This design comes from an exercise in tuning for small area, a short achievable clock period and few clock cycles per item on the open sky130 flow, not from production work. The RTL was checked by simulation tests, not by an equivalence proof against the original design.

==> flow/design.v (outline; a module is shown in full before it is edited, if it fits) <==
// module fp32_mul: 68 lines
// module fp32_mul_decay: 20 lines
// module mul24: 984 lines
// module mul24_decay: 334 lines
// module fp32_add: 65 lines
// module lac_mma: 95 lines
module lac_mma (
    input  wire        clk,
    input  wire        rst_n,
    input  wire        in_valid,
    output wire        in_ready,
    input  wire        in_op,
    input  wire [31:0] in_a,
    input  wire [31:0] in_b,
    input  wire [31:0] in_c,
    input  wire [31:0] in_d,
    output reg         out_valid,
    input  wire        out_ready,
    output reg  [31:0] out_data
);
  // ...
==> flow/run.sh <==
#!/bin/bash
# synth_recipe.tcl (not shown) runs the flow's synth.tcl, then flattens the netlist and writes it again
# the make line also repeats each setting of config.mk as NAME=value (left out here)
make -C /OpenROAD-flow-scripts/flow DESIGN_CONFIG=/design/flow/config.mk WORK_HOME=/design/flow/orfs CLKGATE_MAP_FILE= SYNTH_SCRIPT=/design/flow/synth_recipe.tcl finish
==> flow/config.mk <==
export PLATFORM = sky130hd
export DESIGN_NAME = lac_mma
export DESIGN_NICKNAME = lac_mma
export VERILOG_FILES = /design/flow/design.v
export SDC_FILE = /design/flow/constraint.sdc
export NUM_CORES = 4
export LEC_CHECK = 0
export ABC_AREA = 1
export CAP_MARGIN = 20
export CORE_MARGIN = 2
export CORE_UTILIZATION = 40
export SLEW_MARGIN = 20
==> flow/constraint.sdc <==
create_clock -name core_clock -period 75.0 [get_ports {clk}]
set_input_delay 15.0000 -clock core_clock [delete_from_list [all_inputs] [get_ports {clk}]]
set_output_delay 15.0000 -clock core_clock [all_outputs]
set_load 0.01 [all_outputs]
==> reports/qor.yml, run 1 <==
synth:
  synth_top_family_by_area: "adder cells"
  ys_types: 87
  netlist_instances: 9676
  synth_area_leaders: "sky130_fd_sc_hd__fa_1 (17%), sky130_fd_sc_hd__edfxtp_1 (15%), sky130_fd_sc_hd__nand2_1 (10%), sky130_fd_sc_hd__xor2_1 (9.4%), sky130_fd_sc_hd__ha_1 (9.1%)"
  post_synth_and_or_nand_nor_area_fraction: 0.221
hold_path:
  worstHoldEndpoint: "s2[10]"
grt:
  grtUsageMet1: 0.369
  met3_usage: 0.0411
  grt_first_pass_wirelength_um: 390000
  grt_most_used_layer: "met2"
place:
  dpl.hpwl_um: 193000
layout:
  final_area_um2: 74900
  final.signal_buffer_count: 309
  most-common-layout-cells: "sky130_fd_sc_hd__nand2_1 (1940), sky130_fd_sc_hd__inv_1 (1520), sky130_fd_sc_hd__xor2_1 (746)"
  seq_area_frac: 0.143
  multi_input_gate_area_um2: 51100
cts:
  ctsResizeCount: 0
  post-cts-setup-buffer-count: 0
timing:
  setup-violations-final: 0
  fin_setup_tns_ns: 0
setup_path:
  timing.critical_path.from_type: "flop"
  path_buf_inv: 9
  worst-endpoint-arrival_ns: 17.93
route:
  detail-route-antenna-nets: 0
  wl_met3_um: 21100
run:
  drv.max_cap_violation_count: 0
run_status:
  status: "complete, no violations"
Testbench counts, summed over its fixed seeds: cycles 9,632, items 9,600.
==> module fp32_mul, before the edit <==
module fp32_mul (
    input  wire [31:0] a,
    input  wire [31:0] b,
    output reg  [31:0] y
);
    wire [7:0] ea = a[30:23];
    wire [7:0] eb = b[30:23];
    wire       s  = a[31] ^ b[31];
    wire a_max  = &ea;
    wire b_max  = &eb;
    wire a_fz   = ~|a[22:0];
    wire b_fz   = ~|b[22:0];
    wire a_zero = ~|ea & a_fz;
    wire b_zero = ~|eb & b_fz;
    wire a_nan  = a_max & ~a_fz;
    wire b_nan  = b_max & ~b_fz;
    wire a_inf  = a_max & a_fz;
    wire b_inf  = b_max & b_fz;
    wire [23:0] ma = {|ea, a[22:0]};
    wire [23:0] mb = {|eb, b[22:0]};
    wire [47:0] p;
    mul24 u_mul (.a(ma), .b(mb), .p(p));
    wire signed [10:0] e0 = $signed({3'b0, ea}) + $signed({3'b0, eb})
                          + $signed({10'b0, ~|ea}) + $signed({10'b0, ~|eb}) - 11'sd127;
    reg [4:0] tza, tzb;
    reg [4:0] z;
    integer i;
    always @* begin
        tza = 5'd24;
        tzb = 5'd24;
        for (i = 23; i >= 0; i = i - 1) begin
            if (ma[i]) tza = i[4:0];
            if (mb[i]) tzb = i[4:0];
        end
    end
    always @* begin
        z = 5'd25;
        for (i = 23; i <= 47; i = i + 1)
            if (p[i]) z = 47 - i;
    end
    wire        right = e0[10];                       
    wire [4:0]  e0s   = (|e0[9:5]) ? 5'd31 : e0[4:0];   
    wire [4:0]  sh    = (z < e0s) ? z : e0s;          
    wire [10:0] nege0 = -e0;
    wire [4:0]  r     = (|nege0[9:5]) ? 5'd31 : nege0[4:0];  
    wire [5:0]  u   = right ? (6'd24 + {1'b0, r}) : (6'd24 - {1'b0, sh});
    wire [71:0] v   = {p, 24'd0} >> u;
    wire [24:0] m   = v[47:23];
    wire [5:0]  tzp = {1'b0, tza} + {1'b0, tzb};
    wire        sticky = ({1'b0, tzp} + 7'd2) <= {1'b0, u};
    wire [9:0]  eres   = e0[9:0] + 10'd1 - {5'b0, sh};    
    wire        norm   = m[24];
    wire [7:0]  e_field = (norm && !right) ? eres[7:0] : 8'd0;
    wire        ovf    = !right && norm && (eres > 10'd254);
    wire        guard  = m[0];
    wire        rup    = guard & (sticky | m[1]);
    wire [30:0] rounded = {e_field, m[23:1]} + {30'd0, rup};
    always @* begin
        if (a_nan || b_nan || (a_inf && b_zero) || (b_inf && a_zero))
            y = 32'h7FC00000;
        else if (a_inf || b_inf || ovf)
            y = {s, 8'hFF, 23'd0};
        else if (a_zero || b_zero)
            y = {s, 31'd0};
        else
            y = {s, rounded};
    end
endmodule
==> module fp32_mul_decay, before the edit <==
module fp32_mul_decay (
    input  wire [31:0] a,
    output wire [31:0] y
);
    wire [7:0]  ea   = a[30:23];
    wire        a_fz = ~|a[22:0];
    wire [23:0] ma   = {|ea, a[22:0]};
    wire [47:0] p;
    mul24_decay u_mul (.a(ma), .p(p));
    wire        hi    = p[47] | (ea[7:1] == 7'd0);
    wire [7:0]  e_field = p[47] ? ea : (hi ? 8'd0 : ea - 8'd1);
    wire [22:0] mant  = hi ? p[46:24] : p[45:23];
    wire        guard = hi ? p[23] : p[22];
    wire        sticky = hi ? ~a_fz : (|a[21:0]);
    wire        rup   = guard & (sticky | mant[0]);
    wire [30:0] rounded = {e_field, mant} + {30'd0, rup};
    assign y = (&ea) ? (a_fz ? {a[31], 8'hFF, 23'd0} : 32'h7FC00000)
             : (ea == 8'd0 && a_fz) ? {a[31], 31'd0}
             : {a[31], rounded};
endmodule
==> module mul24_decay, before the edit <==
module mul24_decay (
    input  wire [23:0] a,
    output wire [47:0] p
);
    wire w1 = ~a[0];
    wire w2 = ~a[1];
    wire w3 = ~a[2];
    wire w4 = ~a[3];
    wire w5 = ~a[4];
    wire w6 = ~a[5];
    wire w7 = ~a[6];
    wire w8 = ~a[7];
    wire w9 = ~a[8];
    wire w10 = ~a[9];
    wire w11 = ~a[10];
    wire w12 = ~a[11];
    wire w13 = ~a[12];
    wire w14 = ~a[13];
    wire w15 = ~a[14];
    wire w16 = ~a[15];
    wire w17 = ~a[16];
    wire w18 = ~a[17];
    wire w19 = ~a[18];
    wire w20 = ~a[19];
    wire w21 = ~a[20];
    wire w22 = ~a[21];
    wire w23 = ~a[22];
    wire w24 = ~a[23];
    wire w25 = ~a[0];
    wire w26 = ~a[1];
    wire w27 = ~a[2];
    wire w28 = ~a[3];
    wire w29 = ~a[4];
    wire w30 = ~a[5];
    wire w31 = ~a[6];
    wire w32 = ~a[7];
    wire w33 = ~a[8];
    wire w34 = ~a[9];
    wire w35 = ~a[10];
    wire w36 = ~a[11];
    wire w37 = ~a[12];
    wire w38 = ~a[13];
    wire w39 = ~a[14];
    wire w40 = ~a[15];
    wire w41 = ~a[16];
    wire w42 = ~a[17];
    wire w43 = ~a[18];
    wire w44 = ~a[19];
    wire w45 = ~a[20];
    wire w46 = ~a[21];
    wire w47 = ~a[22];
    wire w48 = ~a[23];
    wire w49 = ~a[0];
    wire w50 = ~a[1];
    wire w51 = ~a[2];
    wire w52 = ~a[3];
    wire w53 = ~a[4];
    wire w54 = ~a[5];
    wire w55 = ~a[6];
    wire w56 = ~a[7];
    wire w57 = ~a[8];
    wire w58 = ~a[9];
    wire w59 = ~a[10];
    wire w60 = ~a[11];
    wire w61 = ~a[12];
    wire w62 = ~a[13];
    wire w63 = ~a[14];
    wire w64 = ~a[15];
    wire w65 = ~a[16];
    wire w66 = ~a[17];
    wire w67 = ~a[18];
    wire w68 = ~a[19];
    wire w69 = ~a[20];
    wire w70 = ~a[21];
    wire w71 = ~a[22];
    wire w72 = ~a[23];
    wire w73 = a[15] ^ a[12];
    wire w74 = a[15] & a[12];
    wire w75 = a[16] ^ a[13];
    wire w76 = a[16] & a[13];
    wire w77 = a[17] ^ a[14];
    wire w78 = a[17] & a[14];
    wire w79 = a[18] ^ a[15];
    wire w80 = a[18] & a[15];
    wire w81 = a[19] ^ a[16];
    wire w82 = a[19] & a[16];
    wire w83 = a[20] ^ a[17];
    wire w84 = a[20] & a[17];
    wire w85 = a[21] ^ a[18];
    wire w86 = a[21] & a[18];
    wire w87 = a[22] ^ a[19];
    wire w88 = a[22] & a[19];
    wire w89 = a[23] ^ a[20];
    wire w90 = a[23] & a[20];
    wire w91 = a[21] ^ a[19];
    wire w92 = a[21] & a[19];
    wire w93 = a[22] ^ a[20];
    wire w94 = a[22] & a[20];
    wire w95 = a[23] ^ a[21];
    wire w96 = a[23] & a[21];
    wire w97 = a[10] ^ a[7];
    wire w98 = a[10] & a[7];
    wire w99 = a[11] ^ a[8];
    wire w100 = a[11] & a[8];
    wire w101 = a[12] ^ a[9];
    wire w102 = a[12] & a[9];
    wire w103 = a[13] ^ a[10] ^ a[8];
    wire w104 = (a[13] & a[10]) | (a[13] & a[8]) | (a[10] & a[8]);
    wire w105 = w4 ^ w25;
    wire w106 = w4 & w25;
    wire w107 = a[14] ^ a[11] ^ a[9];
    wire w108 = (a[14] & a[11]) | (a[14] & a[9]) | (a[11] & a[9]);
    wire w109 = w5 ^ w26;
    wire w110 = w5 & w26;
    wire w111 = w73 ^ a[10] ^ w6;
    wire w112 = (w73 & a[10]) | (w73 & w6) | (a[10] & w6);
    wire w113 = w27 ^ w49 ^ 1'b1;
    wire w114 = (w27 & w49) | (w27 & 1'b1) | (w49 & 1'b1);
    wire w115 = w75 ^ a[11] ^ w7;
    wire w116 = (w75 & a[11]) | (w75 & w7) | (a[11] & w7);
    wire w117 = w28 ^ w50 ^ w74;
    wire w118 = (w28 & w50) | (w28 & w74) | (w50 & w74);
    wire w119 = w77 ^ a[12] ^ w8;
    wire w120 = (w77 & a[12]) | (w77 & w8) | (a[12] & w8);
    wire w121 = w29 ^ w51 ^ w76;
    wire w122 = (w29 & w51) | (w29 & w76) | (w51 & w76);
    wire w123 = w79 ^ a[13] ^ w9;
    wire w124 = (w79 & a[13]) | (w79 & w9) | (a[13] & w9);
    wire w125 = w30 ^ w52 ^ w78;
    wire w126 = (w30 & w52) | (w30 & w78) | (w52 & w78);
    wire w127 = w81 ^ a[14] ^ w10;
    wire w128 = (w81 & a[14]) | (w81 & w10) | (a[14] & w10);
    wire w129 = w31 ^ w53 ^ w80;
    wire w130 = (w31 & w53) | (w31 & w80) | (w53 & w80);
    wire w131 = w83 ^ a[15] ^ w11;
    wire w132 = (w83 & a[15]) | (w83 & w11) | (a[15] & w11);
    wire w133 = w32 ^ w54 ^ w82;
    wire w134 = (w32 & w54) | (w32 & w82) | (w54 & w82);
    wire w135 = w85 ^ a[16] ^ w12;
    wire w136 = (w85 & a[16]) | (w85 & w12) | (a[16] & w12);
    wire w137 = w33 ^ w55 ^ w84;
    wire w138 = (w33 & w55) | (w33 & w84) | (w55 & w84);
    wire w139 = w87 ^ a[17] ^ w13;
    wire w140 = (w87 & a[17]) | (w87 & w13) | (a[17] & w13);
    wire w141 = w34 ^ w56 ^ w86;
    wire w142 = (w34 & w56) | (w34 & w86) | (w56 & w86);
    wire w143 = w89 ^ a[18] ^ w14;
    wire w144 = (w89 & a[18]) | (w89 & w14) | (a[18] & w14);
    wire w145 = w35 ^ w57 ^ w88;
    wire w146 = (w35 & w57) | (w35 & w88) | (w57 & w88);
    wire w147 = w91 ^ w15 ^ w36;
    wire w148 = (w91 & w15) | (w91 & w36) | (w15 & w36);
    wire w149 = w58 ^ a[0] ^ w90;
    wire w150 = (w58 & a[0]) | (w58 & w90) | (a[0] & w90);
    wire w151 = w93 ^ w16 ^ w37;
    wire w152 = (w93 & w16) | (w93 & w37) | (w16 & w37);
    wire w153 = w59 ^ a[1] ^ w92;
    wire w154 = (w59 & a[1]) | (w59 & w92) | (a[1] & w92);
    wire w155 = w95 ^ w17 ^ w38;
    wire w156 = (w95 & w17) | (w95 & w38) | (w17 & w38);
    wire w157 = w60 ^ a[2] ^ w94;
    wire w158 = (w60 & a[2]) | (w60 & w94) | (a[2] & w94);
    wire w159 = a[22] ^ w18 ^ w39;
    wire w160 = (a[22] & w18) | (a[22] & w39) | (w18 & w39);
    wire w161 = w61 ^ a[3] ^ w96;
    wire w162 = (w61 & a[3]) | (w61 & w96) | (a[3] & w96);
    wire w163 = a[23] ^ w19 ^ w40;
    wire w164 = (a[23] & w19) | (a[23] & w40) | (w19 & w40);
    wire w165 = w62 ^ a[4];
    wire w166 = w62 & a[4];
    wire w167 = w20 ^ w41 ^ w63;
    wire w168 = (w20 & w41) | (w20 & w63) | (w41 & w63);
    wire w169 = w21 ^ w42;
    wire w170 = w21 & w42;
    wire w171 = w22 ^ w43;
    wire w172 = w22 & w43;
    wire w173 = w23 ^ w44;
    wire w174 = w23 & w44;
    wire w175 = w24 ^ w45;
    wire w176 = w24 & w45;
    wire w177 = w46 ^ w68;
    wire w178 = w46 & w68;
    wire w179 = w47 ^ w69;
    wire w180 = w47 & w69;
    wire w181 = w48 ^ w70;
    wire w182 = w48 & w70;
    wire w183 = w97 ^ a[5];
    wire w184 = w97 & a[5];
    wire w185 = w99 ^ a[6] ^ w2;
    wire w186 = (w99 & a[6]) | (w99 & w2) | (a[6] & w2);
    wire w187 = w101 ^ a[7] ^ w3;
    wire w188 = (w101 & a[7]) | (w101 & w3) | (a[7] & w3);
    wire w189 = w103 ^ w105 ^ 1'b1;
    wire w190 = (w103 & w105) | (w103 & 1'b1) | (w105 & 1'b1);
    wire w191 = w107 ^ w109 ^ w104;
    wire w192 = (w107 & w109) | (w107 & w104) | (w109 & w104);
    wire w193 = w111 ^ w113 ^ w108;
    wire w194 = (w111 & w113) | (w111 & w108) | (w113 & w108);
    wire w195 = w115 ^ w117 ^ w112;
    wire w196 = (w115 & w117) | (w115 & w112) | (w117 & w112);
    wire w197 = w119 ^ w121 ^ w116;
    wire w198 = (w119 & w121) | (w119 & w116) | (w121 & w116);
    wire w199 = w123 ^ w125 ^ w120;
    wire w200 = (w123 & w125) | (w123 & w120) | (w125 & w120);
    wire w201 = w127 ^ w129 ^ w124;
    wire w202 = (w127 & w129) | (w127 & w124) | (w129 & w124);
    wire w203 = w131 ^ w133 ^ w128;
    wire w204 = (w131 & w133) | (w131 & w128) | (w133 & w128);
    wire w205 = w135 ^ w137 ^ w132;
    wire w206 = (w135 & w137) | (w135 & w132) | (w137 & w132);
    wire w207 = w139 ^ w141 ^ w136;
    wire w208 = (w139 & w141) | (w139 & w136) | (w141 & w136);
    wire w209 = w143 ^ w145 ^ w140;
    wire w210 = (w143 & w145) | (w143 & w140) | (w145 & w140);
    wire w211 = w147 ^ w149 ^ w144;
    wire w212 = (w147 & w149) | (w147 & w144) | (w149 & w144);
    wire w213 = w151 ^ w153 ^ w148;
    wire w214 = (w151 & w153) | (w151 & w148) | (w153 & w148);
    wire w215 = w155 ^ w157 ^ w152;
    wire w216 = (w155 & w157) | (w155 & w152) | (w157 & w152);
    wire w217 = w159 ^ w161 ^ w156;
    wire w218 = (w159 & w161) | (w159 & w156) | (w161 & w156);
    wire w219 = w163 ^ w165 ^ w160;
    wire w220 = (w163 & w165) | (w163 & w160) | (w165 & w160);
    wire w221 = w167 ^ a[5] ^ w164;
    wire w222 = (w167 & a[5]) | (w167 & w164) | (a[5] & w164);
    wire w223 = w169 ^ w64 ^ a[6];
    wire w224 = (w169 & w64) | (w169 & a[6]) | (w64 & a[6]);
    wire w225 = w171 ^ w65 ^ a[7];
    wire w226 = (w171 & w65) | (w171 & a[7]) | (w65 & a[7]);
    wire w227 = w173 ^ w66 ^ a[8];
    wire w228 = (w173 & w66) | (w173 & a[8]) | (w66 & a[8]);
    wire w229 = w175 ^ w67 ^ a[9];
    wire w230 = (w175 & w67) | (w175 & a[9]) | (w67 & a[9]);
    wire w231 = w177 ^ a[10] ^ 1'b1;
    wire w232 = (w177 & a[10]) | (w177 & 1'b1) | (a[10] & 1'b1);
    wire w233 = w179 ^ a[11] ^ 1'b1;
    wire w234 = (w179 & a[11]) | (w179 & 1'b1) | (a[11] & 1'b1);
    wire w235 = w181 ^ a[12] ^ 1'b1;
    wire w236 = (w181 & a[12]) | (w181 & 1'b1) | (a[12] & 1'b1);
    wire w237 = w71 ^ a[13];
    wire w238 = w71 & a[13];
    wire w239 = w72 ^ a[14];
    wire w240 = w72 & a[14];
    wire w241 = a[5] ^ a[2];
    wire w242 = a[5] & a[2];
    wire w243 = a[6] ^ a[3] ^ a[1];
    wire w244 = (a[6] & a[3]) | (a[6] & a[1]) | (a[3] & a[1]);
    wire w245 = a[7] ^ a[4] ^ a[2];
    wire w246 = (a[7] & a[4]) | (a[7] & a[2]) | (a[4] & a[2]);
    wire w247 = a[8] ^ a[5] ^ a[3];
    wire w248 = (a[8] & a[5]) | (a[8] & a[3]) | (a[5] & a[3]);
    wire w249 = a[9] ^ a[6] ^ a[4];
    wire w250 = (a[9] & a[6]) | (a[9] & a[4]) | (a[6] & a[4]);
    wire w251 = w183 ^ w1 ^ 1'b1;
    wire w252 = (w183 & w1) | (w183 & 1'b1) | (w1 & 1'b1);
    wire w253 = w185 ^ w98 ^ w184;
    wire w254 = (w185 & w98) | (w185 & w184) | (w98 & w184);
    wire w255 = w187 ^ w100 ^ w186;
    wire w256 = (w187 & w100) | (w187 & w186) | (w100 & w186);
    wire w257 = w189 ^ w102 ^ w188;
    wire w258 = (w189 & w102) | (w189 & w188) | (w102 & w188);
    wire w259 = w191 ^ w106 ^ w190;
    wire w260 = (w191 & w106) | (w191 & w190) | (w106 & w190);
    wire w261 = w193 ^ w110 ^ w192;
    wire w262 = (w193 & w110) | (w193 & w192) | (w110 & w192);
    wire w263 = w195 ^ w114 ^ w194;
    wire w264 = (w195 & w114) | (w195 & w194) | (w114 & w194);
    wire w265 = w197 ^ w118 ^ w196;
    wire w266 = (w197 & w118) | (w197 & w196) | (w118 & w196);
    wire w267 = w199 ^ w122 ^ w198;
    wire w268 = (w199 & w122) | (w199 & w198) | (w122 & w198);
    wire w269 = w201 ^ w126 ^ w200;
    wire w270 = (w201 & w126) | (w201 & w200) | (w126 & w200);
    wire w271 = w203 ^ w130 ^ w202;
    wire w272 = (w203 & w130) | (w203 & w202) | (w130 & w202);
    wire w273 = w205 ^ w134 ^ w204;
    wire w274 = (w205 & w134) | (w205 & w204) | (w134 & w204);
    wire w275 = w207 ^ w138 ^ w206;
    wire w276 = (w207 & w138) | (w207 & w206) | (w138 & w206);
    wire w277 = w209 ^ w142 ^ w208;
    wire w278 = (w209 & w142) | (w209 & w208) | (w142 & w208);
    wire w279 = w211 ^ w146 ^ w210;
    wire w280 = (w211 & w146) | (w211 & w210) | (w146 & w210);
    wire w281 = w213 ^ w150 ^ w212;
    wire w282 = (w213 & w150) | (w213 & w212) | (w150 & w212);
    wire w283 = w215 ^ w154 ^ w214;
    wire w284 = (w215 & w154) | (w215 & w214) | (w154 & w214);
    wire w285 = w217 ^ w158 ^ w216;
    wire w286 = (w217 & w158) | (w217 & w216) | (w158 & w216);
    wire w287 = w219 ^ w162 ^ w218;
    wire w288 = (w219 & w162) | (w219 & w218) | (w162 & w218);
    wire w289 = w221 ^ w166 ^ w220;
    wire w290 = (w221 & w166) | (w221 & w220) | (w166 & w220);
    wire w291 = w223 ^ w168 ^ w222;
    wire w292 = (w223 & w168) | (w223 & w222) | (w168 & w222);
    wire w293 = w225 ^ w170 ^ w224;
    wire w294 = (w225 & w170) | (w225 & w224) | (w170 & w224);
    wire w295 = w227 ^ w172 ^ w226;
    wire w296 = (w227 & w172) | (w227 & w226) | (w172 & w226);
    wire w297 = w229 ^ w174 ^ w228;
    wire w298 = (w229 & w174) | (w229 & w228) | (w174 & w228);
    wire w299 = w231 ^ w176 ^ w230;
    wire w300 = (w231 & w176) | (w231 & w230) | (w176 & w230);
    wire w301 = w233 ^ w178 ^ w232;
    wire w302 = (w233 & w178) | (w233 & w232) | (w178 & w232);
    wire w303 = w235 ^ w180 ^ w234;
    wire w304 = (w235 & w180) | (w235 & w234) | (w180 & w234);
    wire w305 = w237 ^ w182 ^ w236;
    wire w306 = (w237 & w182) | (w237 & w236) | (w182 & w236);
    wire w307 = w239 ^ 1'b1 ^ w238;
    wire w308 = (w239 & 1'b1) | (w239 & w238) | (1'b1 & w238);
    wire w309 = a[15] ^ w240;
    wire w310 = a[15] & w240;
    wire w311 = a[16] ^ 1'b1;
    wire w312 = a[16] & 1'b1;
    wire w313 = a[17] ^ 1'b1;
    wire w314 = a[17] & 1'b1;
    wire w315 = a[18] ^ 1'b1;
    wire w316 = a[18] & 1'b1;
    wire w317 = a[19] ^ 1'b1;
    wire w318 = a[19] & 1'b1;
    wire w319 = a[20] ^ 1'b1;
    wire w320 = a[20] & 1'b1;
    wire w321 = a[21] ^ 1'b1;
    wire w322 = a[21] & 1'b1;
    wire w323 = a[22] ^ 1'b1;
    wire w324 = a[22] & 1'b1;
    wire w325 = a[23] ^ 1'b1;
    wire w326 = a[23] & 1'b1;
    wire [47:0] r0 = {w325, w323, w321, w319, w317, w315, w313, w311, w309, w307, w305, w303, w301, w299, w297, w295, w293, w291, w289, w287, w285, w283, w281, w279, w277, w275, w273, w271, w269, w267, w265, w263, w261, w259, w257, w255, w253, w251, w249, w247, w245, w243, w241, a[4], a[3], a[2], a[1], a[0]};
    wire [47:0] r1 = {w324, w322, w320, w318, w316, w314, w312, w310, w308, w306, w304, w302, w300, w298, w296, w294, w292, w290, w288, w286, w284, w282, w280, w278, w276, w274, w272, w270, w268, w266, w264, w262, w260, w258, w256, w254, w252, w250, w248, w246, w244, w242, a[0], a[1], a[0], 1'b0, 1'b0, 1'b0};
    assign p = r0 + r1;
endmodule
==> module fp32_add, before the edit <==
module fp32_add (
    input  wire [31:0] a,
    input  wire [31:0] b,
    output reg  [31:0] y
);
    wire a_max = &a[30:23];
    wire b_max = &b[30:23];
    wire a_nan = a_max & (|a[22:0]);
    wire b_nan = b_max & (|b[22:0]);
    wire a_inf = a_max & ~(|a[22:0]);
    wire b_inf = b_max & ~(|b[22:0]);
    wire        swap = (b[30:0] > a[30:0]);
    wire [31:0] p    = swap ? b : a;
    wire [31:0] q    = swap ? a : b;
    wire        p_sub = ~|p[30:23];
    wire        q_sub = ~|q[30:23];
    wire [23:0] mp   = {~p_sub, p[22:0]};
    wire [23:0] mq   = {~q_sub, q[22:0]};
    wire [7:0]  d    = p[30:23] - q[30:23] - {7'd0, q_sub & ~p_sub};
    wire        sub  = p[31] ^ q[31];
    wire [4:0]  ds   = (|d[7:5]) ? 5'd31 : d[4:0];
    wire [26:0] qx   = {mq, 3'b000} >> ds;
    reg  [4:0]  tzq;
    integer j;
    always @* begin
        tzq = 5'd31;
        for (j = 23; j >= 0; j = j - 1)
            if (mq[j]) tzq = j[4:0];
    end
    wire        qst  = ({1'b0, tzq} + 6'd3) < {1'b0, ds};
    wire [26:0] qa   = {qx[26:1], qx[0] | qst};
    wire [27:0] px  = {1'b0, mp, 3'b000};
    wire [27:0] sum = sub ? (px - {1'b0, qa}) : (px + {1'b0, qa});
    reg [4:0] lz;
    integer i;
    always @* begin
        lz = 5'd27;
        for (i = 0; i <= 26; i = i + 1)
            if (sum[i]) lz = 26 - i;
    end
    wire [7:0]  ep  = p_sub ? 8'd1 : p[30:23];
    wire [7:0]  epm = ep - 8'd1;
    wire [4:0]  lim = (|epm[7:5]) ? 5'd31 : epm[4:0];
    wire [4:0]  sh  = (lz < lim) ? lz : lim;
    wire [27:0] nl  = sum << sh;
    wire [27:0] n   = sum[27] ? {1'b0, sum[27:2], sum[1] | sum[0]} : nl;
    wire [8:0]  e   = sum[27] ? ({1'b0, ep} + 9'd1) : ({1'b0, ep} - {4'd0, sh});
    wire [7:0]  e_field = n[26] ? e[7:0] : 8'd0;
    wire        rup     = n[2] & (n[1] | n[0] | n[3]);
    wire [30:0] rounded = {e_field, n[25:3]} + {30'd0, rup};
    always @* begin
        if (a_nan || b_nan || (a_inf && b_inf && (a[31] != b[31])))
            y = 32'h7FC00000;
        else if (a_inf)
            y = a;
        else if (b_inf)
            y = b;
        else if (sum == 0)
            y = {a[31] & b[31], 31'd0};
        else if (e > 9'd254)
            y = {p[31], 8'hFF, 23'd0};
        else
            y = {p[31], rounded};
    end
endmodule
==> inputs of run 2 (changes only) <==
--- a/flow/design.v
+++ b/flow/design.v
@@ -49,17 +49,18 @@
     wire [5:0]  tzp = {1'b0, tza} + {1'b0, tzb};
     wire        sticky = ({1'b0, tzp} + 7'd2) <= {1'b0, u};
     wire [9:0]  eres   = e0[9:0] + 10'd1 - {5'b0, sh};    
     wire        norm   = m[24];
     wire [7:0]  e_field = (norm && !right) ? eres[7:0] : 8'd0;
     wire        ovf    = !right && norm && (eres > 10'd254);
     wire        guard  = m[0];
     wire        rup    = guard & (sticky | m[1]);
-    wire [30:0] rounded = {e_field, m[23:1]} + {30'd0, rup};
+    wire [30:0] rounded;
+    add_bk #(31) u_rnd (.a({e_field, m[23:1]}), .b(31'd0), .ci(rup), .s(rounded), .co());
     always @* begin
         if (a_nan || b_nan || (a_inf && b_zero) || (b_inf && a_zero))
             y = 32'h7FC00000;
         else if (a_inf || b_inf || ovf)
             y = {s, 8'hFF, 23'd0};
         else if (a_zero || b_zero)
             y = {s, 31'd0};
         else
@@ -76,17 +77,18 @@
     wire [47:0] p;
     mul24_decay u_mul (.a(ma), .p(p));
     wire        hi    = p[47] | (ea[7:1] == 7'd0);
     wire [7:0]  e_field = p[47] ? ea : (hi ? 8'd0 : ea - 8'd1);
     wire [22:0] mant  = hi ? p[46:24] : p[45:23];
     wire        guard = hi ? p[23] : p[22];
     wire        sticky = hi ? ~a_fz : (|a[21:0]);
     wire        rup   = guard & (sticky | mant[0]);
-    wire [30:0] rounded = {e_field, mant} + {30'd0, rup};
+    wire [30:0] rounded;
+    add_bk #(31) u_rnd (.a({e_field, mant}), .b(31'd0), .ci(rup), .s(rounded), .co());
     assign y = (&ea) ? (a_fz ? {a[31], 8'hFF, 23'd0} : 32'h7FC00000)
              : (ea == 8'd0 && a_fz) ? {a[31], 31'd0}
              : {a[31], rounded};
 endmodule
 module mul24 (
     input  wire [23:0] a,
     input  wire [23:0] b,
     output wire [47:0] p
@@ -1063,17 +1065,17 @@
     wire w931 = w841 ^ w758 ^ w840;
     wire w932 = (w841 & w758) | (w841 & w840) | (w758 & w840);
     wire w933 = w843 ^ 1'b1 ^ w842;
     wire w934 = (w843 & 1'b1) | (w843 & w842) | (1'b1 & w842);
     wire w935 = w312 ^ w336 ^ w844;
     wire w936 = (w312 & w336) | (w312 & w844) | (w336 & w844);
     wire [47:0] r0 = {w935, w933, w931, w929, w927, w925, w923, w921, w919, w917, w915, w913, w911, w909, w907, w905, w903, w901, w899, w897, w895, w893, w891, w889, w887, w885, w883, w881, w879, w877, w875, w873, w871, w869, w867, w865, w863, w861, w859, w857, w855, w853, w851, w849, w847, w845, w2, w1};
     wire [47:0] r1 = {w934, w932, w930, w928, w926, w924, w922, w920, w918, w916, w914, w912, w910, w908, w906, w904, w902, w900, w898, w896, w894, w892, w890, w888, w886, w884, w882, w880, w878, w876, w874, w872, w870, w868, w866, w864, w862, w860, w858, w856, w854, w852, w850, w848, w846, bn1, 1'b0, bn0};
-    assign p = r0 + r1;
+    add_bk #(48) u_cpa (.a(r0), .b(r1), .ci(1'b0), .s(p), .co());
 endmodule
 module mul24_decay (
     input  wire [23:0] a,
     output wire [47:0] p
 );
     wire w1 = ~a[0];
     wire w2 = ~a[1];
     wire w3 = ~a[2];
@@ -1397,30 +1399,32 @@
     wire w321 = a[21] ^ 1'b1;
     wire w322 = a[21] & 1'b1;
     wire w323 = a[22] ^ 1'b1;
     wire w324 = a[22] & 1'b1;
     wire w325 = a[23] ^ 1'b1;
     wire w326 = a[23] & 1'b1;
     wire [47:0] r0 = {w325, w323, w321, w319, w317, w315, w313, w311, w309, w307, w305, w303, w301, w299, w297, w295, w293, w291, w289, w287, w285, w283, w281, w279, w277, w275, w273, w271, w269, w267, w265, w263, w261, w259, w257, w255, w253, w251, w249, w247, w245, w243, w241, a[4], a[3], a[2], a[1], a[0]};
     wire [47:0] r1 = {w324, w322, w320, w318, w316, w314, w312, w310, w308, w306, w304, w302, w300, w298, w296, w294, w292, w290, w288, w286, w284, w282, w280, w278, w276, w274, w272, w270, w268, w266, w264, w262, w260, w258, w256, w254, w252, w250, w248, w246, w244, w242, a[0], a[1], a[0], 1'b0, 1'b0, 1'b0};
-    assign p = r0 + r1;
+    add_bk #(48) u_cpa (.a(r0), .b(r1), .ci(1'b0), .s(p), .co());
 endmodule
 module fp32_add (
     input  wire [31:0] a,
     input  wire [31:0] b,
     output reg  [31:0] y
 );
     wire a_max = &a[30:23];
     wire b_max = &b[30:23];
     wire a_nan = a_max & (|a[22:0]);
     wire b_nan = b_max & (|b[22:0]);
     wire a_inf = a_max & ~(|a[22:0]);
     wire b_inf = b_max & ~(|b[22:0]);
-    wire        swap = (b[30:0] > a[30:0]);
+    wire        a_ge_b;
+    add_bk #(31) u_cmp (.a(a[30:0]), .b(~b[30:0]), .ci(1'b1), .s(), .co(a_ge_b));
+    wire        swap = ~a_ge_b;
     wire [31:0] p    = swap ? b : a;
     wire [31:0] q    = swap ? a : b;
     wire        p_sub = ~|p[30:23];
     wire        q_sub = ~|q[30:23];
     wire [23:0] mp   = {~p_sub, p[22:0]};
     wire [23:0] mq   = {~q_sub, q[22:0]};
     wire [7:0]  d    = p[30:23] - q[30:23] - {7'd0, q_sub & ~p_sub};
     wire        sub  = p[31] ^ q[31];
@@ -1431,49 +1435,84 @@
     always @* begin
         tzq = 5'd31;
         for (j = 23; j >= 0; j = j - 1)
             if (mq[j]) tzq = j[4:0];
     end
     wire        qst  = ({1'b0, tzq} + 6'd3) < {1'b0, ds};
     wire [26:0] qa   = {qx[26:1], qx[0] | qst};
     wire [27:0] px  = {1'b0, mp, 3'b000};
-    wire [27:0] sum = sub ? (px - {1'b0, qa}) : (px + {1'b0, qa});
+    wire [27:0] sum;
+    add_bk #(28) u_sum (.a(px), .b({1'b0, qa} ^ {28{sub}}), .ci(sub), .s(sum), .co());
     reg [4:0] lz;
     integer i;
     always @* begin
         lz = 5'd27;
         for (i = 0; i <= 26; i = i + 1)
             if (sum[i]) lz = 26 - i;
     end
     wire [7:0]  ep  = p_sub ? 8'd1 : p[30:23];
     wire [7:0]  epm = ep - 8'd1;
     wire [4:0]  lim = (|epm[7:5]) ? 5'd31 : epm[4:0];
     wire [4:0]  sh  = (lz < lim) ? lz : lim;
     wire [27:0] nl  = sum << sh;
     wire [27:0] n   = sum[27] ? {1'b0, sum[27:2], sum[1] | sum[0]} : nl;
     wire [8:0]  e   = sum[27] ? ({1'b0, ep} + 9'd1) : ({1'b0, ep} - {4'd0, sh});
     wire [7:0]  e_field = n[26] ? e[7:0] : 8'd0;
     wire        rup     = n[2] & (n[1] | n[0] | n[3]);
-    wire [30:0] rounded = {e_field, n[25:3]} + {30'd0, rup};
+    wire [30:0] rounded;
+    add_bk #(31) u_rnd (.a({e_field, n[25:3]}), .b(31'd0), .ci(rup), .s(rounded), .co());
     always @* begin
         if (a_nan || b_nan || (a_inf && b_inf && (a[31] != b[31])))
             y = 32'h7FC00000;
         else if (a_inf)
             y = a;
         else if (b_inf)
             y = b;
         else if (sum == 0)
             y = {a[31] & b[31], 31'd0};
         else if (e > 9'd254)
             y = {p[31], 8'hFF, 23'd0};
         else
             y = {p[31], rounded};
     end
 endmodule
+module add_bk #(parameter W = 32) (
+    input  wire [W-1:0] a,
+    input  wire [W-1:0] b,
+    input  wire         ci,
+    output wire [W-1:0] s,
+    output wire         co
+);
+    reg [W-1:0] g, p;
+    integer l, i, d;
+    always @* begin
+        p = a ^ b;
+        g = (a & b) | {{(W-1){1'b0}}, p[0] & ci};
+        for (l = 0; (1 << l) < W; l = l + 1) begin
+            d = 1 << l;
+            for (i = 0; i < W; i = i + 1)
+                if (((i + 1) % (2 * d)) == 0) begin
+                    g[i] = g[i] | (p[i] & g[i - d]);
+                    p[i] = p[i] & p[i - d];
+                end
+        end
+        for (l = 30; l >= 0; l = l - 1) begin
+            d = 1 << l;
+            if (2 * d < W)
+                for (i = 0; i < W; i = i + 1)
+                    if (((i + 1) % (2 * d)) == d && i >= 2 * d) begin
+                        g[i] = g[i] | (p[i] & g[i - d]);
+                        p[i] = p[i] & p[i - d];
+                    end
+        end
+    end
+    assign s  = a ^ b ^ {g[W-2:0], ci};
+    assign co = g[W-1];
+endmodule
 module lac_mma (
     input  wire        clk,
     input  wire        rst_n,
     input  wire        in_valid,
     output wire        in_ready,
     input  wire        in_op,
     input  wire [31:0] in_a,
     input  wire [31:0] in_b,
==> run 2 against run 1 <==
  * Area after synthesis shrank 3.4%
  * Core utilization grew 0.24 points
  * Clock skew grew 0.016 ns
  * Global-route usage shrank 1.4 points
  * Highest routed layer is now met4
  * Count of clock-buffer cells in the layout shrank 2
  * Hold slack lost 0.0016 ns
  * Flip-flop and latch count is the same
  * Fmax shrank 3.1%
  * Via count shrank 8.3%
  * Still clean
  * Routed wire length shrank 9.4%
  * Final area shrank 3.2%
==> reports/qor.yml, run 2 <==
floorplanning:
  floorplan.rows: 150
  dieWidth_um: 414
  area_enclosed_by_the_die_boundary_um2: 171000
  num_io_pins: 167
  height_of_the_die_um: 414
  initial_utilization: 0.403
  placeable_core_region_um2: 167000
place:
  buffer_ports.inserted: 166
  dp_slack_ns: 57.32
  gp_congestion: 0.986
  dpl.hpwl_um: 174000  # -9.7%
  dp.cells: 10900
  dpl-instance-area_um2: 70900
timing:
  achievable_clock_frequency_mhz: 55.6
  worst_slew_margin_rel: 0.198
  fin_setup_tns_ns: 0  # unchanged
  final_min_period_over_clock_period: 0.240
  max_slew.worst_pin.slew_ns: 1.20
  setup-violations-final: 0  # unchanged
  hold_violations: 0
  setup_slack_ns: 57.00
  max_slew_violations: 0
  grt_setup_unrepaired: "false"
  period_minus_ws_final_ns: 18.00
  fin_worst_skew_ns: 0.0603
run:
  drv.max_cap_violation_count: 0  # unchanged
route:
  num_vias: 61500
  drcViolationCount: 0
  drt_pass1_iterations: 8
  totalWireLength_um: 230000
  top_signal_layer_used: "met4"
  via_per_inst: 5.59
  route.met2.wl_um: 105000
  drt_iter0_drc: 5944
  routedWlPerCell_um: 20.9
  met1Wirelength_um: 96100
  wl_met3_um: 17000  # -20%
  detail-route-antenna-nets: 0  # unchanged
grt:
  grt_first_pass_wirelength_um: 358000  # -8.2%
  groute.usage.overall: 0.264
  sum_of_overflow_across_all_layers_after_global_routing: 0
  pin_count_of_the_biggest_net_entering_global_routing: 115
  antenna_found_initial: 6
  via_count_of_the_first_global_routing_pass: 61000
cts:
  post-cts-setup-buffer-count: 0  # unchanged
  clk_pin_slew_worst_paths_ns: 0.06
  ctsResizeCount: 0  # unchanged
  ctsLongestPathBuffers: 3
  hold_buffers: 0
  cts-htree-levels: 2
  clkLatencyLatePin_ns: 0.65
  cts_inserted_buffers: 44
  cts.sink_count: 359
  cts-root-buf: "sky130_fd_sc_hd__clkbuf_16"
  clock_tree_from_tritoncts: "done"
layout:
  post_route_cells_drive_above_1_share: 0.0496
  area_growth_syn_to_layout_pct: 7.89
  most-common-layout-cells: "sky130_fd_sc_hd__nand2_1 (1546), sky130_fd_sc_hd__inv_1 (1432), sky130_fd_sc_hd__xor2_1 (713)"
  stdcell_count: 11000
  nets: 10100
  fill_cells: 17000
  commonest_non_fill_non_tap_cell_in_the_layout: "sky130_fd_sc_hd__nand2_1"
  final_area_um2: 72600  # -3.2%
hold_path:
  worst_hold_startpoint: "s1[10]"
  hold_path_class: "flop to flop"
  worstHoldEndpoint: "s2[10]"
  min_path_cells: 0
synth:
  synthesized_nets: 10200
  ys_types: 79  # -9.2%
  netlist_instances: 8836  # -8.7%
  ys.warnings.count: 6
  share_of_the_yosys_chip_area_belonging_to_registers: 0.159
  synth.cells.most_frequent: "sky130_fd_sc_hd__nand2_1 (1551), sky130_fd_sc_hd__inv_1 (1433), sky130_fd_sc_hd__xor2_1 (713), sky130_fd_sc_hd__nand3_1 (692), sky130_fd_sc_hd__fa_1 (658)"
  synth-edff-count: 353
  area_fraction_of_the_dominant_cell_type_after_synthesis: 0.196
  postSynthAreaPerCell_um2: 7.61
  mappedNetlistArea_um2: 67300
  ys_async_sr_fraction: 0
  post-synth-top-count-cell: "sky130_fd_sc_hd__nand2_1"
  yosys_register_bits: 359
  synth_area_leaders: "sky130_fd_sc_hd__fa_1 (20%), sky130_fd_sc_hd__edfxtp_1 (16%), sky130_fd_sc_hd__ha_1 (10%), sky130_fd_sc_hd__xor2_1 (9.3%), sky130_fd_sc_hd__nand2_1 (8.7%)"
  dominantRegCellSynth: "sky130_fd_sc_hd__edfxtp_1"
  largest_area_contributor_in_the_synthesized_netlist: "sky130_fd_sc_hd__fa_1"
setup_path:
  slowest_stage: "sky130_fd_sc_hd__nand2_1"
  setup.reg_to_reg.worst_slack_ns: 57.00
  critPathMostFrequentCell: "sky130_fd_sc_hd__nand2_1"
  critical_path_class: "flop to flop"
  worst-endpoint-arrival_ns: 18.35  # +0.42 ns
  crit_path_max_fanout: 60
  timing.rr.end: "m1[29]"
  cp.required_ns: 75.35
  worstSetupEndpointType: "flop"
  worstReg2RegStart: "op0"
  timing.critical_path.from_type: "flop"
  worstRegToRegCells: 75
  timing.critical_path.slowest_cell_delay_ns: 0.83
run_status:
  status: "complete, no violations"
==> run 2: area by class of cell <==
| type | count | area [um2] | area share |
|---|---|---|---|
| diodes | 6 | 15.0 | 0.000207 |
| clock buffers | 47 | 1110 | 0.0153 |
| clock inverters | 33 | 473 | 0.00652 |
| inverters | 1506 | 5660 | 0.0780 |
| multi-input cells | 6546 | 49200 | 0.677 |
| flip-flops and latches | 359 | 10700 | 0.148 |
| well taps | 2204 | 2760 | 0.0380 |
| repair buffers | 298 | 2680 | 0.0369 |
==> run 2: cell families (layout without fill, tap and decap cells) <==
family	Yosys count	in the layout	synth area share
simple gates	3103	3103	0.200
buf+inv	1931	1884	0.111
compound gates	1451	1451	0.128
fa+ha+maj	1196	1196	0.296
xor+xnor	777	777	0.102
flops	359	359	0.159
mux	19	19	0.00285
other cells	0	6	0
==> run 2: critical path: cells and delay by family (launching register included) <==
kind            cells  cell delay (ns)
compound gates     18             4.94
simple gates       32             5.43
flops               1             0.37
buf+inv            11             2.42
xor+xnor            4             0.64
fa+ha+maj          10             3.76
==> run 2: layer usage <==
metal  global-route usage  up-vias
met2                0.428     2583
li1                     -    28700
met4                0.121        0
met5                    0        -
met3               0.0371      606
met1                0.348    29600
==> run 2: stage by stage <==
step                 util  hold WS [ns]
finish              0.434         0.418
global route        0.434         0.424
CTS                 0.434         0.420
detailed placement  0.425         0.405
global placement    0.425         0.401
floorplan               -         0.400
==> run 2: worst max-delay path by stage <==
stage / start / cells after the start / slack, ns / end
global placement: m2[5] / 94 / 57.37 / out_data[9]
global route: op0 / 79 / 55.42 / m1[29]
CTS: op0 / 75 / 57.26 / m1[29]
detailed placement: m2[5] / 93 / 57.32 / out_data[11]
finish: op0 / 75 / 57.00 / m1[29]
floorplan: out_ready / 3 / 57.32 / sk_data[0]
Testbench counts of run 2, summed over its fixed seeds: cycles 9,632, items 9,600.
==> inputs of run 3 (changes only) <==
--- a/flow/design.v
+++ b/flow/design.v
@@ -1419,2 +1419,18 @@
     wire b_inf = b_max & ~(|b[22:0]);
+    wire        a_sub = ~|a[30:23];
+    wire        b_sub = ~|b[30:23];
+    wire [7:0]  ea    = {a[30:24], a[23] | a_sub};
+    wire [7:0]  eb    = {b[30:24], b[23] | b_sub};
+    wire [23:0] ma    = {~a_sub, a[22:0]};
+    wire [23:0] mb    = {~b_sub, b[22:0]};
+    reg  [4:0]  tza, tzb;
+    integer j;
+    always @* begin
+        tza = 5'd31;
+        tzb = 5'd31;
+        for (j = 23; j >= 0; j = j - 1) begin
+            if (ma[j]) tza = j[4:0];
+            if (mb[j]) tzb = j[4:0];
+        end
+    end
     wire        a_ge_b;
@@ -1422,19 +1438,13 @@
     wire        swap = ~a_ge_b;
+    wire [7:0]  dab  = ea - eb;
+    wire [7:0]  dba  = eb - ea;
+    wire [7:0]  d    = swap ? dba : dab;
     wire [31:0] p    = swap ? b : a;
-    wire [31:0] q    = swap ? a : b;
-    wire        p_sub = ~|p[30:23];
-    wire        q_sub = ~|q[30:23];
-    wire [23:0] mp   = {~p_sub, p[22:0]};
-    wire [23:0] mq   = {~q_sub, q[22:0]};
-    wire [7:0]  d    = p[30:23] - q[30:23] - {7'd0, q_sub & ~p_sub};
-    wire        sub  = p[31] ^ q[31];
+    wire [23:0] mp   = swap ? mb : ma;
+    wire [23:0] mq   = swap ? ma : mb;
+    wire [7:0]  ep   = swap ? eb : ea;
+    wire [4:0]  tzq  = swap ? tza : tzb;
+    wire        sub  = a[31] ^ b[31];
     wire [4:0]  ds   = (|d[7:5]) ? 5'd31 : d[4:0];
     wire [26:0] qx   = {mq, 3'b000} >> ds;
-    reg  [4:0]  tzq;
-    integer j;
-    always @* begin
-        tzq = 5'd31;
-        for (j = 23; j >= 0; j = j - 1)
-            if (mq[j]) tzq = j[4:0];
-    end
     wire        qst  = ({1'b0, tzq} + 6'd3) < {1'b0, ds};
@@ -1451,3 +1461,2 @@
     end
-    wire [7:0]  ep  = p_sub ? 8'd1 : p[30:23];
     wire [7:0]  epm = ep - 8'd1;
==> run 3 against run 2 <==
  * Core utilization fell by 0.24 points
  * Critical endpoint unchanged
  * Fmax rose by 1.9%
  * First-iteration DRC count grew 1.2%
  * Non-clock buffer count is 11 higher
  * Flip-flop and latch count did not move
  * Sequential share of layout area about the same
  * Largest cell class unchanged
  * Die area grew 0.37%
  * Clock skew fell by 0.017 ns
  * Cell count shrank 0.17%
  * Routed wire length grew 2.2%
==> reports/qor.yml, run 3 <==
place:
  dp_slack_ns: 57.52  # +0.200 ns
  dp.cells: 10900  # -0.073%
  buffer_ports.inserted: 166  # unchanged
  dpl.hpwl_um: 180000  # +3.7%
  gp_congestion: 0.973  # -1.3%
setup_path:
  timing.critical_path.slowest_cell_delay_ns: 0.76  # -0.07 ns
  crit_path_end: "m1[29]"
  worstRegToRegCells: 75  # unchanged
  worstReg2RegStart: "op0"
  worst-endpoint-arrival_ns: 17.99  # -0.36 ns
  timing.rr.end: "m1[29]"
  timing.critical_path.from_type: "flop"
  critical_path_class: "flop to flop"
  crit_start: "op0"
  worstSetupEndpointType: "flop"
  setup.reg_to_reg.worst_slack_ns: 57.34  # +0.34 ns
  crit_path_max_fanout: 83  # +38%
  cp.required_ns: 75.33  # -0.02 ns
  slowest_stage: "sky130_fd_sc_hd__inv_1"
cts:
  post-cts-setup-buffer-count: 0  # unchanged
  cts-htree-levels: 2  # unchanged
  ctsLongestPathBuffers: 3  # unchanged
  clk_pin_slew_worst_paths_ns: 0.06  # about the same
  hold_buffers: 0  # unchanged
  clkLatencyLatePin_ns: 0.64  # about the same
  clock_tree_from_tritoncts: "done"
  cts_inserted_buffers: 43  # -2.3%
  cts.sink_count: 359  # unchanged
  ctsResizeCount: 0  # unchanged
  cts-root-buf: "sky130_fd_sc_hd__clkbuf_16"
layout:
  most-common-layout-cells: "sky130_fd_sc_hd__nand2_1 (1544), sky130_fd_sc_hd__inv_1 (1420), sky130_fd_sc_hd__xor2_1 (731)"
  nets: 10100  # -0.099%
  fill_cells: 17000  # +0.035%
  commonest_non_fill_non_tap_cell_in_the_layout: "sky130_fd_sc_hd__nand2_1"
  multi_input_gate_area_um2: 49200  # about the same
  stdcell_count: 11000  # -0.17%
  regArea_um2: 10700  # unchanged
  area_growth_syn_to_layout_pct: 7.14
  fin_util: 0.432  # -0.00240
  post_route_cells_drive_above_1_share: 0.0515  # +0.00191
grt:
  grt_first_pass_wirelength_um: 362000  # +0.96%
  antenna_found_initial: 8  # +2
  pin_count_of_the_biggest_net_entering_global_routing: 102  # -11%
  sum_of_overflow_across_all_layers_after_global_routing: 0  # unchanged
  via_count_of_the_first_global_routing_pass: 60400  # -0.95%
  groute.usage.overall: 0.268  # +0.00363
synth:
  synth_top_family_by_area: "adder cells"
  synth_area_leaders: "sky130_fd_sc_hd__fa_1 (20%), sky130_fd_sc_hd__edfxtp_1 (16%), sky130_fd_sc_hd__ha_1 (10%), sky130_fd_sc_hd__xor2_1 (9.5%), sky130_fd_sc_hd__nand2_1 (8.6%)"
  area_fraction_of_the_dominant_cell_type_after_synthesis: 0.195  # -0.000722
  ys_types: 93  # +18%
  yosys_register_bits: 359  # unchanged
  synth-edff-count: 353  # unchanged
  synth.cells.most_frequent: "sky130_fd_sc_hd__nand2_1 (1547), sky130_fd_sc_hd__inv_1 (1420), sky130_fd_sc_hd__xor2_1 (731), sky130_fd_sc_hd__fa_1 (658), sky130_fd_sc_hd__nand3_1 (619)"
  post-synth-top-count-cell: "sky130_fd_sc_hd__nand2_1"
  largest_area_contributor_in_the_synthesized_netlist: "sky130_fd_sc_hd__fa_1"
  share_of_the_yosys_chip_area_belonging_to_registers: 0.159  # -0.000588
  mappedNetlistArea_um2: 67500  # +0.37%
  ys_async_sr_fraction: 0  # unchanged
  post_synth_and_or_nand_nor_area_fraction: 0.192  # -0.00787
  postSynthAreaPerCell_um2: 7.66  # +0.63%
  dominantRegCellSynth: "sky130_fd_sc_hd__edfxtp_1"
  synth-compound-area-share: 0.134  # +0.00559
  synth_mux_area_frac: 0.00271  # -0.000140
  ys.warnings.count: 6  # unchanged
  post_synth_xor_area_fraction: 0.103  # +0.000495
  synthAdderAreaFrac: 0.295  # -0.000721
  netlist_instances: 8813  # -0.26%
  synthesized_nets: 10100  # -0.21%
floorplanning:
  height_of_the_die_um: 415  # +0.18%
  initial_utilization: 0.403  # +0.000584
  placeable_core_region_um2: 167000  # +0.23%
  num_io_pins: 167  # unchanged
  dieWidth_um: 415  # +0.18%
  area_enclosed_by_the_die_boundary_um2: 172000  # +0.37%
  floorplan.rows: 150  # unchanged
route:
  drcViolationCount: 0  # unchanged
  detail-route-antenna-nets: 0  # unchanged
  via_per_inst: 5.59  # -0.12%
  routedWlPerCell_um: 21.4  # +2.4%
  drt_iter0_drc: 6013  # +1.2%
  num_vias: 61300  # -0.29%
  totalWireLength_um: 235000  # +2.2%
  drt_pass1_iterations: 6  # -2
timing:
  period_minus_ws_final_ns: 17.66  # -0.341 ns
  worst_slew_margin_rel: 0.283  # +0.0847
  setup_slack_ns: 57.34  # +0.341 ns
  achievable_clock_frequency_mhz: 56.6  # +1.9%
  hold_violations: 0  # unchanged
  final_min_period_over_clock_period: 0.235  # -0.00455
  fin_setup_tns_ns: 0  # unchanged
  setup-violations-final: 0  # unchanged
  grt_setup_unrepaired: "false"
  fin_worst_skew_ns: 0.0437  # -0.0166 ns
  max_slew_violations: 0  # unchanged
  max_slew.worst_pin.slew_ns: 1.07  # -0.127 ns
hold_path:
  hold_path_class: "flop to flop"
run_status:
  status: "complete, no violations"
run:
  drv.max_cap_violation_count: 0  # unchanged
## run 3: layer usage
layer	GRT usage	vias to the layer above	part of all wire
met2	0.431	2610	0.46
met5	0	-	0
met1	0.363	29600	0.43
li1	-	28600	-
met4	0.102	0	0.042
met3	0.0369	490	0.073
## run 3: cells by family (layout without fill, tap and decap cells)
group,Yosys count,count (layout)
DFF,359,359
other,0,2
buffers and inverters,1923,1884
adders and majority gates,1198,1198
and+or+nand+nor,3002,3002
AOI/OAI and AO/OA,1525,1525
muxes,18,18
xor gates and xnor gates,788,788
## run 3: layout make-up
| cell class | count | area share |
|---|---|---|
| tap | 2204 | 0.0381 |
| clock buffer | 53 | 0.0154 |
| multi-input combinational | 6531 | 0.680 |
| timing repair buffer | 309 | 0.0378 |
| antenna | 2 | 0.0000692 |
| clock inverter | 23 | 0.00272 |
| sequential | 359 | 0.148 |
| inverter | 1499 | 0.0780 |
## run 3: worst min-delay path by stage
stage            from      to  slack, ns  cells after the start
6_report       s1[23]  s2[23]       0.42                      0
5_1_grt        s1[19]  s2[19]       0.42                      0
4_1_cts        s1[23]  s2[23]       0.42                      0
3_5_place_dp   s1[23]  s2[23]       0.41                      0
3_3_place_gp   s1[27]  s2[27]       0.40                      0
2_1_floorplan   s1[0]   s2[0]       0.40                      0
## run 3: metrics by stage
stage,area (um2),hold WS [ns]
floorplan,67500,0.400
global placement,71000,0.402
detailed placement,71000,0.405
CTS,72300,0.418
global route,72300,0.422
finish,72300,0.417
## run 3: worst max-delay path: cells and delay by family, from the launching register on
| kind | cells | cell delay [ns] |
|---|---|---|
| xor+xnor | 4 | 0.63 |
| simple gates | 28 | 3.72 |
| flops | 1 | 0.32 |
| compound gates | 18 | 4.16 |
| fa+ha+maj | 11 | 4.19 |
| buf+inv | 14 | 4.21 |
Testbench counts of run 3, summed over its fixed seeds: cycles 9,632, items 9,600.
==> inputs of run 4 (changes only) <==
--- a/flow/design.v
+++ b/flow/design.v
@@ -46,3 +46,9 @@
     wire [5:0]  u   = right ? (6'd24 + {1'b0, r}) : (6'd24 - {1'b0, sh});
-    wire [71:0] v   = {p, 24'd0} >> u;
+    wire [71:0] v0  = {p, 24'd0};
+    wire [71:0] v1  = u[5] ? {32'd0, v0[71:32]} : v0;
+    wire [71:0] v2  = u[4] ? {16'd0, v1[71:16]} : v1;
+    wire [71:0] v3  = u[3] ? {8'd0, v2[71:8]} : v2;
+    wire [71:0] v4  = u[2] ? {4'd0, v3[71:4]} : v3;
+    wire [71:0] v5  = u[1] ? {2'd0, v4[71:2]} : v4;
+    wire [71:0] v   = u[0] ? {1'd0, v5[71:1]} : v5;
     wire [24:0] m   = v[47:23];
@@ -1448,3 +1454,8 @@
     wire [4:0]  ds   = (|d[7:5]) ? 5'd31 : d[4:0];
-    wire [26:0] qx   = {mq, 3'b000} >> ds;
+    wire [26:0] q0   = {mq, 3'b000};
+    wire [26:0] q1   = ds[4] ? {16'd0, q0[26:16]} : q0;
+    wire [26:0] q2   = ds[3] ? {8'd0, q1[26:8]} : q1;
+    wire [26:0] q3   = ds[2] ? {4'd0, q2[26:4]} : q2;
+    wire [26:0] q4   = ds[1] ? {2'd0, q3[26:2]} : q3;
+    wire [26:0] qx   = ds[0] ? {1'd0, q4[26:1]} : q4;
     wire        qst  = ({1'b0, tzq} + 6'd3) < {1'b0, ds};
@@ -1464,3 +1475,7 @@
     wire [4:0]  sh  = (lz < lim) ? lz : lim;
-    wire [27:0] nl  = sum << sh;
+    wire [27:0] l1  = sh[4] ? {sum[11:0], 16'd0} : sum;
+    wire [27:0] l2  = sh[3] ? {l1[19:0], 8'd0} : l1;
+    wire [27:0] l3  = sh[2] ? {l2[23:0], 4'd0} : l2;
+    wire [27:0] l4  = sh[1] ? {l3[25:0], 2'd0} : l3;
+    wire [27:0] nl  = sh[0] ? {l4[26:0], 1'd0} : l4;
     wire [27:0] n   = sum[27] ? {1'b0, sum[27:2], sum[1] | sum[0]} : nl;
==> run 4 against run 3 <==
  * Still clean
  * Critical path depth increased by 4
  * Die area down 1.9%
  * Sequential share of layout area is 0.17 points higher
  * Clock skew is 0.054 ns higher
  * Register-to-register slack better by 0.91 ns
  * Count of clock-buffer cells in the layout decreased by 5
  * Routed wire length is 4.0% lower
  * Synthesized cell count decreased by 2.8%
  * Critical path type unchanged
  * Highest routed layer is now met5
==> reports/qor.yml, run 4 <==
place:
  dp_slack_ns: 58.22  # +0.694 ns
  dpl.hpwl_um: 171000  # -5.2%
  gp_congestion: 0.980  # +0.74%
  buffer_ports.inserted: 166  # unchanged
  dp.cells: 10600  # -2.4%
synth:
  ys_async_sr_fraction: 0  # unchanged
  dominantRegCellSynth: "sky130_fd_sc_hd__edfxtp_1"
  area_fraction_of_the_dominant_cell_type_after_synthesis: 0.199  # +0.00372
  postSynthAreaPerCell_um2: 7.74  # +0.97%
  mappedNetlistArea_um2: 66300  # -1.9%
  post-synth-top-count-cell: "sky130_fd_sc_hd__nand2_1"
  synth_area_leaders: "sky130_fd_sc_hd__fa_1 (20%), sky130_fd_sc_hd__edfxtp_1 (16%), sky130_fd_sc_hd__ha_1 (10%), sky130_fd_sc_hd__xor2_1 (9.5%), sky130_fd_sc_hd__nand2_1 (8.1%)"
  ys.warnings.count: 6  # unchanged
  synthesized_nets: 9896  # -2.4%
  yosys_register_bits: 359  # unchanged
  ys_types: 85  # -8.6%
  synth-edff-count: 353  # unchanged
  share_of_the_yosys_chip_area_belonging_to_registers: 0.162  # +0.00303
  netlist_instances: 8565  # -2.8%
  synth.cells.most_frequent: "sky130_fd_sc_hd__nand2_1 (1421), sky130_fd_sc_hd__inv_1 (1405), sky130_fd_sc_hd__xor2_1 (716), sky130_fd_sc_hd__fa_1 (658), sky130_fd_sc_hd__nand3_1 (657)"
  largest_area_contributor_in_the_synthesized_netlist: "sky130_fd_sc_hd__fa_1"
timing:
  fin_hold_ws_ns: 0.416  # -0.00123 ns
  fin_setup_tns_ns: 0  # unchanged
  final_min_period_over_clock_period: 0.223  # -0.0121
  period_minus_ws_final_ns: 16.75  # -0.907 ns
  max_slew_violations: 0  # unchanged
  fin_worst_skew_ns: 0.0976  # +0.0540 ns
  grt_setup_unrepaired: "false"
  setup-violations-final: 0  # unchanged
  setup_slack_ns: 58.25  # +0.907 ns
  max_slew.worst_pin.slew_ns: 1.19  # +0.111 ns
  achievable_clock_frequency_mhz: 59.7  # +5.4%
  hold_violations: 0  # unchanged
  worst_slew_margin_rel: 0.209  # -0.0740
cts:
  cts_inserted_buffers: 45  # +4.7%
  clkLatencyLatePin_ns: 0.74  # +0.10 ns
  ctsResizeCount: 0  # unchanged
  cts.sink_count: 359  # unchanged
  cts-htree-levels: 2  # unchanged
  hold_buffers: 0  # unchanged
  clock_tree_from_tritoncts: "done"
  clk_pin_slew_worst_paths_ns: 0.07  # about the same
  ctsLongestPathBuffers: 3  # unchanged
  post-cts-setup-buffer-count: 0  # unchanged
  cts-root-buf: "sky130_fd_sc_hd__clkbuf_16"
run:
  drv.max_cap_violation_count: 0  # unchanged
layout:
  stdcell_count: 10700  # -2.3%
  commonest_non_fill_non_tap_cell_in_the_layout: "sky130_fd_sc_hd__nand2_1"
  area_growth_syn_to_layout_pct: 7.91
  post_route_cells_drive_above_1_share: 0.0536  # +0.00213
  nets: 9831  # -2.4%
  most-common-layout-cells: "sky130_fd_sc_hd__nand2_1 (1413), sky130_fd_sc_hd__inv_1 (1404), sky130_fd_sc_hd__xor2_1 (716)"
floorplanning:
  height_of_the_die_um: 411  # -0.93%
  dieWidth_um: 411  # -0.93%
  floorplan.rows: 149  # -0.67%
  num_io_pins: 167  # unchanged
  initial_utilization: 0.402  # -0.00128
  placeable_core_region_um2: 165000  # -1.6%
  area_enclosed_by_the_die_boundary_um2: 169000  # -1.9%
setup_path:
  crit_path_max_fanout: 98  # +18%
  worst-endpoint-arrival_ns: 17.20  # -0.79 ns
  worstSetupEndpointType: "flop"
  critPathMostFrequentCell: "sky130_fd_sc_hd__nand2_1"
  slowest_stage: "sky130_fd_sc_hd__a211oi_1"
  critical_path_class: "flop to flop"
  timing.critical_path.slowest_cell_delay_ns: 0.83  # +0.07 ns
  cp.required_ns: 75.45  # +0.12 ns
  timing.critical_path.from_type: "flop"
route:
  totalWireLength_um: 225000  # -4.0%
  drt_iter0_drc: 6361  # +5.8%
  detail-route-antenna-nets: 0  # unchanged
  drt_pass1_iterations: 6  # unchanged
  drcViolationCount: 0  # unchanged
  via_per_inst: 5.59  # +0.10%
  routedWlPerCell_um: 21.0  # -1.8%
  num_vias: 60000  # -2.2%
grt:
  via_count_of_the_first_global_routing_pass: 59300  # -2.0%
  pin_count_of_the_biggest_net_entering_global_routing: 109  # +6.9%
  antenna_found_initial: 11  # +3
  sum_of_overflow_across_all_layers_after_global_routing: 0  # unchanged
  grt_first_pass_wirelength_um: 350000  # -3.3%
  groute.usage.overall: 0.264  # -0.00351
hold_path:
  hold_path_class: "flop to flop"
run_status:
  status: "complete, no violations"
## run 4: cell count changes after synthesis, sizes merged, moves of 9 or more
cell    change
nand2     -113
o21ai      -65
nor2       -50
a21oi      -39
nand3      +34
inv        -22
o211ai     -20
nand3b     +18
a31oi      +17
xor2       -15
buf         -9
or2         +9
## run 4: critical path: cells and delay by family, from the launching register on
family | cells | cell delay (ns)
flip-flops | 1 | 0.37
XOR/XNOR | 4 | 0.66
buffers and inverters | 9 | 2.18
AO/OA/AOI/OAI | 20 | 5.13
adder cells (fa/ha/maj) | 9 | 2.89
AND/OR/NAND/NOR | 37 | 5.17
## run 4: cell families after synthesis
| kind of cell | synth area share |
|---|---|
| AND/OR/NAND/NOR | 0.196 |
| buffers and inverters | 0.110 |
| AO/OA/AOI/OAI | 0.125 |
| adder cells (fa/ha/maj) | 0.301 |
| XOR/XNOR | 0.104 |
| flip-flops | 0.162 |
| multiplexers | 0.00276 |
## run 4: layout make-up
type | instances | area [um2]
inverters | 1474 | 5550
repair buffers | 297 | 2670
clock buffers | 48 | 1140
fillers | 16800 | 93300
flip-flops and latches | 359 | 10700
clock inverters | 36 | 344
multi-input cells | 6323 | 48300
diodes | 3 | 7.51
well taps | 2189 | 2740
## run 4: path summary, 6_finish.rpt
check	from	cells after the start	slack (ns)	end
worst max-delay path	op0	79	58.25	m1[27]
worst min-delay path	s1[25]	0	0.42	s2[25]
worst max register to register	op0	79	58.25	m1[27]
worst min register to register	s1[25]	0	0.42	s2[25]
## run 4: metrics by stage
stage	util	area, um2
final	0.434	71500
after global routing	0.434	71500
after CTS	0.434	71500
after detailed placement	0.425	70000
after global placement	0.425	70000
after floorplan	-	66300
## run 4: routing by layer
metal  vias to the layer above  GRT usage  part of all wire
met5                         -          0           0.00040
met4                        16      0.113             0.049
li1                      27900          -                 -
met3                       510     0.0547             0.094
met1                     28900      0.366              0.43
met2                      2713      0.398              0.42
Testbench counts of run 4, summed over its fixed seeds: cycles 9,632, items 9,600.

[re-timing with driven ports]
Ports are ideal in the flow. The routed layouts listed here were re-timed in OpenROAD.
Step 1: set_driving_cell puts a clkbuf_16 on clk and a buf_2 on each other input, an assumption about the parent block.
Step 2 times the ports against the registers' clock, not the clock port: input delays grow and output delays shrink by t, the midpoint of the rising clock arrivals with the driver on.
Slacks: ideal ports / drivers / drivers and shift; pairs: ideal ports / drivers.
run | t (ns) | slack for setup (ns) | clock arrival spread, ns | slew at the worst register clock pin (ns) | worst slew at a driven data input, ns
run 1 | 0.689 | 57.561 / 57.561 / 57.561 | 0.044 / 0.044 | 0.07 / 0.07 | 0.29
run 2 | 0.708 | 56.999 / 56.999 / 56.999 | 0.070 / 0.070 | 0.07 / 0.07 | 0.15
run 3 | 0.696 | 57.341 / 57.341 / 57.341 | 0.046 / 0.046 | 0.07 / 0.07 | 0.13
run 4 | 0.769 | 58.248 / 58.248 / 58.218 | 0.099 / 0.099 | 0.09 / 0.09 | 0.07
After both steps setup and hold are still met in every run listed. The setup slack of run 4, which loses most, moves by 0.000 ns with the drivers and by -0.030 ns with both steps.
